This is an optimization exercise on Yosys and OpenROAD, whose aim is small area, a short achievable clock period and few clock cycles, not a production implementation.
Function was checked by simulation only, so behaviour that the tests miss may differ from the original.

==> design.v <==
module pxe_core (
    input  wire        clk,
    input  wire        rst,
    input  wire        cmd_valid,
    output wire        cmd_ready,
    input  wire [4:0]  cmd_op,
    input  wire [31:0] cmd_key,
    input  wire [15:0] cmd_height,
    input  wire [15:0] cmd_width,
    input  wire        in_valid,
    output wire        in_ready,
    input  wire [23:0] in_data,
    output wire        out_valid,
    input  wire        out_ready,
    output wire [23:0] out_data,
    output reg         mem_ren_a,
    output reg  [9:0]  mem_raddr_a,
    input  wire [31:0] mem_rdata_a,
    output reg         mem_ren_b,
    output reg  [9:0]  mem_raddr_b,
    input  wire [31:0] mem_rdata_b,
    output reg         mem_we,
    output reg  [9:0]  mem_waddr,
    output reg  [31:0] mem_wdata
);
    localparam [2:0] M_XOR  = 3'd1;
    localparam [2:0] M_MATH = 3'd3;
    localparam [2:0] M_SHUF = 3'd4;
    localparam [3:0] S_IDLE    = 4'd0,
                     S_RESEED  = 4'd1,
                     S_PIX_IN  = 4'd2,
                     S_DRAW    = 4'd3,
                     S_DRAW_W  = 4'd4,
                     S_TW_A    = 4'd5,
                     S_TW_B    = 4'd6,
                     S_TW_C    = 4'd7,
                     S_PACK    = 4'd8,
                     S_PIX_OUT = 4'd9;
    localparam [1:0] P_CP1 = 2'd0,    
                     P_CP2 = 2'd1,    
                     P_SMP = 2'd2;    
    reg [3:0]  state;
    reg [1:0]  phase;
    reg [2:0]  method;
    reg        dec;
    reg [31:0] key;
    reg [15:0] height, width;
    reg [15:0] row, col;
    reg [31:0] x;         
    reg [9:0]  idx;       
    reg [9:0]  mti;       
    reg [31:0] y;         
    reg [23:0] pix;
    reg [7:0]  res0, res1, res2;
    reg [1:0]  ch;
    reg [1:0]  j1;
    reg [1:0]  cp0, cp1, cp2;
    reg [23:0] out_reg;
    function [31:0] temper;
        input [31:0] v;
        reg [31:0] t;
        begin
            t = v ^ (v >> 11);
            t = t ^ ((t << 7)  & 32'h9D2C5680);
            t = t ^ ((t << 15) & 32'hEFC60000);
            t = t ^ (t >> 18);
            temper = t;
        end
    endfunction
    function [7:0] clip10;
        input signed [9:0] v;
        begin
            if (v < 0)
                clip10 = 8'd0;
            else if (v > 10'sd255)
                clip10 = 8'd255;
            else
                clip10 = v[7:0];
        end
    endfunction
    function [7:0] sel_byte;
        input [23:0] p;
        input [1:0]  k;
        begin
            case (k)
                2'd0:    sel_byte = p[7:0];
                2'd1:    sel_byte = p[15:8];
                default: sel_byte = p[23:16];
            endcase
        end
    endfunction
    wire [31:0] x_mix    = x ^ (x >> 30);
    wire [31:0] x_next   = 32'd1812433253 * x_mix + {22'd0, idx + 10'd1};
    wire [31:0] word     = temper(mem_rdata_a);
    wire [9:0]  idx_p1   = (idx == 10'd623) ? 10'd0 : idx + 10'd1;
    wire [9:0]  idx_p397 = (idx < 10'd227) ? idx + 10'd397 : idx - 10'd227;
    wire [31:0] tw_y1    = y >> 1;
    wire [31:0] tw_new   = mem_rdata_a ^ tw_y1 ^ (y[0] ? 32'h9908B0DF : 32'h0);
    wire        last_pix = (row == height - 16'd1) && (col == width - 16'd1);
    wire [7:0]  s_in     = sel_byte(pix, ch);
    wire [1:0]  cp_ch    = (ch == 2'd0) ? cp0 : (ch == 2'd1) ? cp1 : cp2;
    wire [7:0]  s_perm   = sel_byte(pix, cp_ch);
    wire [6:0]  nz_raw   = word[6:0];
    wire signed [9:0] nz = $signed({3'b000, nz_raw}) - 10'sd50;
    wire [7:0]  shuf_enc = clip10($signed({2'b00, s_perm}) + nz);
    wire [7:0]  shuf_dec = clip10($signed({2'b00, s_in}) - nz);
    wire [7:0]  smp_res  = (method == M_XOR) ? (s_in ^ word[7:0]) :
                           (dec ? shuf_dec : shuf_enc);
    wire [7:0]  k8 = key[7:0];
    wire [7:0]  m_enc0 = (in_data[7:0]   + k8) ^ k8;
    wire [7:0]  m_enc1 = (in_data[15:8]  + k8) ^ k8;
    wire [7:0]  m_enc2 = (in_data[23:16] + k8) ^ k8;
    wire [7:0]  m_dec0 = (in_data[7:0]   ^ k8) - k8;
    wire [7:0]  m_dec1 = (in_data[15:8]  ^ k8) - k8;
    wire [7:0]  m_dec2 = (in_data[23:16] ^ k8) - k8;
    reg [1:0] ci0, ci1, ci2;
    always @(*) begin
        ci0 = 2'd0; ci1 = 2'd0; ci2 = 2'd0;
        case (cp0) 2'd0: ci0 = 2'd0; 2'd1: ci1 = 2'd0; default: ci2 = 2'd0; endcase
        case (cp1) 2'd0: ci0 = 2'd1; 2'd1: ci1 = 2'd1; default: ci2 = 2'd1; endcase
        case (cp2) 2'd0: ci0 = 2'd2; 2'd1: ci1 = 2'd2; default: ci2 = 2'd2; endcase
    end
    wire [23:0] res_pix = {res2, res1, res0};
    assign cmd_ready = (state == S_IDLE);
    assign in_ready  = (state == S_PIX_IN);
    assign out_valid = (state == S_PIX_OUT);
    assign out_data  = out_reg;
    always @(*) begin
        mem_ren_a   = 1'b0;
        mem_raddr_a = 10'd0;
        mem_ren_b   = 1'b0;
        mem_raddr_b = 10'd0;
        mem_we      = 1'b0;
        mem_waddr   = 10'd0;
        mem_wdata   = 32'd0;
        case (state)
            S_RESEED: begin
                mem_we    = 1'b1;
                mem_waddr = idx;
                mem_wdata = x;
            end
            S_DRAW: begin
                if (mti != 10'd624) begin
                    mem_ren_a   = 1'b1;
                    mem_raddr_a = mti;
                end
            end
            S_TW_A: begin
                mem_ren_a   = 1'b1;
                mem_raddr_a = idx;
                mem_ren_b   = 1'b1;
                mem_raddr_b = idx_p1;
            end
            S_TW_B: begin
                mem_ren_a   = 1'b1;
                mem_raddr_a = idx_p397;
            end
            S_TW_C: begin
                mem_we    = 1'b1;
                mem_waddr = idx;
                mem_wdata = tw_new;
            end
            default: ;
        endcase
    end
    always @(posedge clk) begin
        if (rst) begin
            state <= S_IDLE;
        end else begin
            case (state)
                S_IDLE: begin
                    if (cmd_valid) begin
                        method <= cmd_op[2:0];
                        dec    <= cmd_op[4];
                        key    <= cmd_key;
                        height <= cmd_height;
                        width  <= cmd_width;
                        row    <= 16'd0;
                        col    <= 16'd0;
                        x      <= cmd_key;
                        idx    <= 10'd0;
                        phase  <= P_CP1;
                        if (cmd_height == 16'd0 || cmd_width == 16'd0)
                            state <= S_IDLE;
                        else if (cmd_op[2:0] == M_MATH)
                            state <= S_PIX_IN;
                        else
                            state <= S_RESEED;
                    end
                end
                S_RESEED: begin
                    x   <= x_next;
                    idx <= idx + 10'd1;
                    if (idx == 10'd623) begin
                        mti <= 10'd624;
                        if (method == M_SHUF)
                            state <= S_DRAW;
                        else
                            state <= S_PIX_IN;
                    end
                end
                S_PIX_IN: begin
                    if (in_valid) begin
                        pix <= in_data;
                        ch  <= 2'd0;
                        if (method == M_MATH) begin
                            if (dec)
                                out_reg <= {m_dec2, m_dec1, m_dec0};
                            else
                                out_reg <= {m_enc2, m_enc1, m_enc0};
                            state <= S_PIX_OUT;
                        end else begin
                            phase <= P_SMP;
                            state <= S_DRAW;
                        end
                    end
                end
                S_DRAW: begin
                    if (mti == 10'd624) begin
                        idx   <= 10'd0;
                        state <= S_TW_A;
                    end else begin
                        mti   <= mti + 10'd1;
                        state <= S_DRAW_W;
                    end
                end
                S_DRAW_W: begin
                    state <= S_DRAW;
                    case (phase)
                        P_CP1: begin
                            if (word[1:0] != 2'd3) begin
                                j1    <= word[1:0];
                                phase <= P_CP2;
                            end
                        end
                        P_CP2: begin
                            case ({j1, word[0]})
                                3'b000: begin cp0 <= 2'd1; cp1 <= 2'd2; cp2 <= 2'd0; end
                                3'b001: begin cp0 <= 2'd2; cp1 <= 2'd1; cp2 <= 2'd0; end
                                3'b010: begin cp0 <= 2'd2; cp1 <= 2'd0; cp2 <= 2'd1; end
                                3'b011: begin cp0 <= 2'd0; cp1 <= 2'd2; cp2 <= 2'd1; end
                                3'b100: begin cp0 <= 2'd1; cp1 <= 2'd0; cp2 <= 2'd2; end
                                default: begin cp0 <= 2'd0; cp1 <= 2'd1; cp2 <= 2'd2; end
                            endcase
                            state <= S_PIX_IN;
                        end
                        default: begin
                            if (method == M_XOR || nz_raw <= 7'd99) begin
                                case (ch)
                                    2'd0:    res0 <= smp_res;
                                    2'd1:    res1 <= smp_res;
                                    default: res2 <= smp_res;
                                endcase
                                if (ch == 2'd2)
                                    state <= S_PACK;
                                else
                                    ch <= ch + 2'd1;
                            end
                        end
                    endcase
                end
                S_TW_A: begin
                    state <= S_TW_B;
                end
                S_TW_B: begin
                    y     <= {mem_rdata_a[31], mem_rdata_b[30:0]};
                    state <= S_TW_C;
                end
                S_TW_C: begin
                    if (idx == 10'd623) begin
                        mti   <= 10'd0;
                        state <= S_DRAW;
                    end else begin
                        idx   <= idx + 10'd1;
                        state <= S_TW_A;
                    end
                end
                S_PACK: begin
                    if (method == M_SHUF && dec)
                        out_reg <= {sel_byte(res_pix, ci2), sel_byte(res_pix, ci1),
                                    sel_byte(res_pix, ci0)};
                    else
                        out_reg <= res_pix;
                    state <= S_PIX_OUT;
                end
                S_PIX_OUT: begin
                    if (out_ready) begin
                        if (last_pix) begin
                            state <= S_IDLE;
                        end else begin
                            if (col == width - 16'd1) begin
                                col <= 16'd0;
                                row <= row + 16'd1;
                            end else begin
                                col <= col + 16'd1;
                            end
                            state <= S_PIX_IN;
                        end
                    end
                end
                default: state <= S_IDLE;
            endcase
        end
    end
endmodule
==> run.sh <==
#!/bin/bash
# synth_recipe.tcl (not shown) runs the flow's synth.tcl, then flattens the netlist and writes it again
# the make line also repeats each setting of config.mk as NAME=value (left out here)
make -C /OpenROAD-flow-scripts/flow DESIGN_CONFIG=/design/flow/config.mk WORK_HOME=/design/flow/orfs CLKGATE_MAP_FILE= SYNTH_SCRIPT=/design/flow/synth_recipe.tcl finish
==> config.mk <==
export PLATFORM = sky130hd
export DESIGN_NAME = pxe_core
export DESIGN_NICKNAME = pxe_core
export VERILOG_FILES = /design/flow/design.v
export SDC_FILE = /design/flow/constraint.sdc
export NUM_CORES = 4
export LEC_CHECK = 0
export CAP_MARGIN = 20
export CORE_MARGIN = 2
export CORE_UTILIZATION = 40
export SLEW_MARGIN = 20
==> constraint.sdc <==
create_clock -name core_clock -period 9.0 [get_ports {clk}]
set_input_delay 1.8000 -clock core_clock [delete_from_list [all_inputs] [get_ports {clk}]]
set_output_delay 1.8000 -clock core_clock [all_outputs]
set_load 0.01 [all_outputs]
==> flow_summary.ini <==
[global_route]
grt-ovfl-total = 0
grt_pass1_vias = 18900
grt_pass1_wl_um = 110600
grt_max_degree = 45
antenna_found_initial = 3
grtUsageTotal_pct = 22.80

[timing]
fmax_mhz = 131.7
finalSetupViolations = 0
worst_pin_slew_ns = 1.078
hold_viol_final = 0
slew_headroom_pct = 27.61
grt_setup_unrepaired = no
clock_skew_ns = 0.01653
period_minus_slack_ns = 7.593
hold_slack_ns = 0.5186
drv_slew = 0
fin_setup_tns_ns = 0
period_share_pct = 84.36

[critical_path]
path_class = reg2reg
required_ns = 9.34
cp-end-kind = register
worstSetupStartpointType = register
cp.arrival_ns = 7.93
r2r_cells = 27
crit_fanout = 5

[route]
vias = 18800
viasPerCell = 5.373
dr.pass1.iters = 6
wl_per_cell_um = 20.62
wirelength_um = 72190
drc = 0
drt_first_iter_violations = 1446
ant_nets = 0

[cells_and_area]
final_core_util_pct = 47.64
num-fill-cells = 5660
drive_above_1_share_pct = 3.497
stdcell_count = 3500
top_regs = x x32, y x32
most-common-layout-cells = inv_1 (366), ha_1 (303), clkdlybuf4s50_1 (251)
syn_to_final_growth_pct = 18.27
final_common_cell = inv_1
layout.nets = 3317

[run]
maxCapViolations = 0

[die]
dieArea_um2 = 62530
die_x_um = 250.1
core-area_um2 = 60130
fp-row-count = 90
ioPinCount = 254
start_util_pct = 40.28
fp.dieH_um = 250.1

[synth]
ys_types = 70
synth_area_per_cell_um2 = 9.849
ys.warnings.count = 1
netlist_area_um2 = 24220
synth_edf_count = 243
syn_inst = 2459
yosysSeqAreaShare_pct = 30.46
ys_ff_latch = 247
synth-async-reset-ratio_pct = 0
syn_nets = 3082
synth_ff_type = edfxtp_1

[clocking]
cts_root_buf = clkbuf_16
clk_pin_slew_ns = 0.06
cts_buffer_depth = 3
cts_tree = done
hold_buffers = 0
cts_resized = 0
worstSkewPairLatency_ns = 0.60
clock-sinks = 247
post_cts_buffers = 0
cts_buffers = 30
htreeDepth = 1

[outcome]
status = no timing/DRC/antenna violations

[placement]
gp_congestion = 0.9436
dp.cells = 3444
io_buffers = 251
dpl.hpwl_um = 57330

[min_path]
worstHoldPathCells = 0
hold_class = reg2reg
==> path summary, 6_finish.rpt <==
| kind | start | end | slack, ns |
|---|---|---|---|
| setup / recovery | x[31]$_DFFE_PP_ | x[31]$_DFFE_PP_ | 1.41 |
| hold / removal | j1[1]$_DFFE_PP_ | cp2[1]$_DFFE_PP_ | 0.52 |
| setup reg to reg | x[31]$_DFFE_PP_ | x[31]$_DFFE_PP_ | 1.41 |
| hold reg to reg | j1[1]$_DFFE_PP_ | cp2[1]$_DFFE_PP_ | 0.52 |
==> cells by family after synthesis <==
logic type / after synthesis / synth area share, %
simple gates: 559 / 10.86
fa+ha+maj: 463 / 28.80
compound gates: 443 / 11.55
buf+inv: 437 / 6.824
xor+xnor: 277 / 10.13
flops: 247 / 30.46
mux: 33 / 1.374
==> worst max-delay path, cell delays in order, from the launching register on <==
cell	delay, ns
edfxtp_1	0.48
xor2_1	0.27
inv_1	0.13
xnor2_1	0.16
ha_1	0.19
or2_2	0.30
ha_1	0.28
inv_1	0.06
fa_1	0.54
inv_1	0.05
ha_1	0.21
fa_1	0.56
fa_1	0.45
fa_1	0.55
inv_1	0.06
fa_1	0.54
inv_1	0.04
ha_1	0.34
nand2_1	0.08
nor2_1	0.05
a211oi_1	0.24
o311ai_0	0.20
buf_4	0.19
a31oi_1	0.38
o311ai_0	0.24
a31oi_1	0.41
xnor2_1	0.21
o21ai_0	0.11
==> through the flow <==
stage	worst slack [ns]	instance area, um2
2_1_floorplan	1.862	24220
3_3_place_gp	1.416	27650
3_5_place_dp	1.466	27650
4_1_cts	1.421	28630
5_1_grt	0.9879	28640
6_report	1.407	28650
==> per-layer routing <==
layer,GRT usage (%),part of all wire [%]
met1,31.78,46
met2,37.67,46
met3,3.606,6.1
met4,4.448,1.9
met5,0,0
==> cells in the mapped netlist (20+ instances only) <==
library cell / n / area share (%)
clkbuf_1: 63 / 0.98
fa_1: 158 / 13
o221ai_1: 20 / 0.72
xnor2_1: 172 / 6.2
nor4_1: 21 / 0.54
xor2_1: 103 / 3.7
nor3_1: 41 / 0.85
nand3_1: 37 / 0.76
a21oi_1: 101 / 2.1
ha_1: 303 / 16
mux2i_1: 31 / 1.3
o21ai_0: 140 / 2.9
nor2_1: 170 / 2.6
or3_1: 21 / 0.54
edfxtp_1: 243 / 30
inv_1: 367 / 5.7
a31oi_1: 22 / 0.57
nand2_1: 161 / 2.5
==> final cells by class <==
| type | instances | area [um2] | share of cell area (%) |
|---|---|---|---|
| diodes | 1 | 2.502 | 0.008736 |
| clock inverters | 20 | 197.7 | 0.6901 |
| flip-flops and latches | 247 | 7377 | 25.75 |
| well taps | 782 | 978.4 | 3.416 |
| clock buffers | 35 | 779.5 | 2.721 |
| repair buffers | 272 | 2670 | 9.321 |
| multi-input cells | 1775 | 15260 | 53.27 |
| inverters | 368 | 1381 | 4.822 |
Testbench counts, summed over its fixed seeds: cycles 286,470.

## separate check: timing with driven ports
How much do the figures lean on ideal ports? The routed layout below was timed once more, with nothing changed but the port constraints. Step 1, drivers: a clkbuf_16 drives clk and a buf_2 each remaining input, both assumed. Step 2 also shifts input and output timing later by t, the mid clock arrival at the registers, as if the neighbouring blocks saw the same clock. Slacks: no drivers / after step 1 / after step 2; pairs: no drivers / after step 1.
shift t [ns]: 0.653
setup WS [ns]: 1.407 / 1.407 / 1.407
hold slack, ns: 0.519 / 0.519 / 0.519
worst register clock-pin slew, ns: 0.07 / 0.07
worst data-port slew with drivers (ns): 0.08
After both steps setup and hold are still met in this run. For this run, drivers alone change the setup slack by 0.000 ns; drivers and shift together by 0.000 ns.
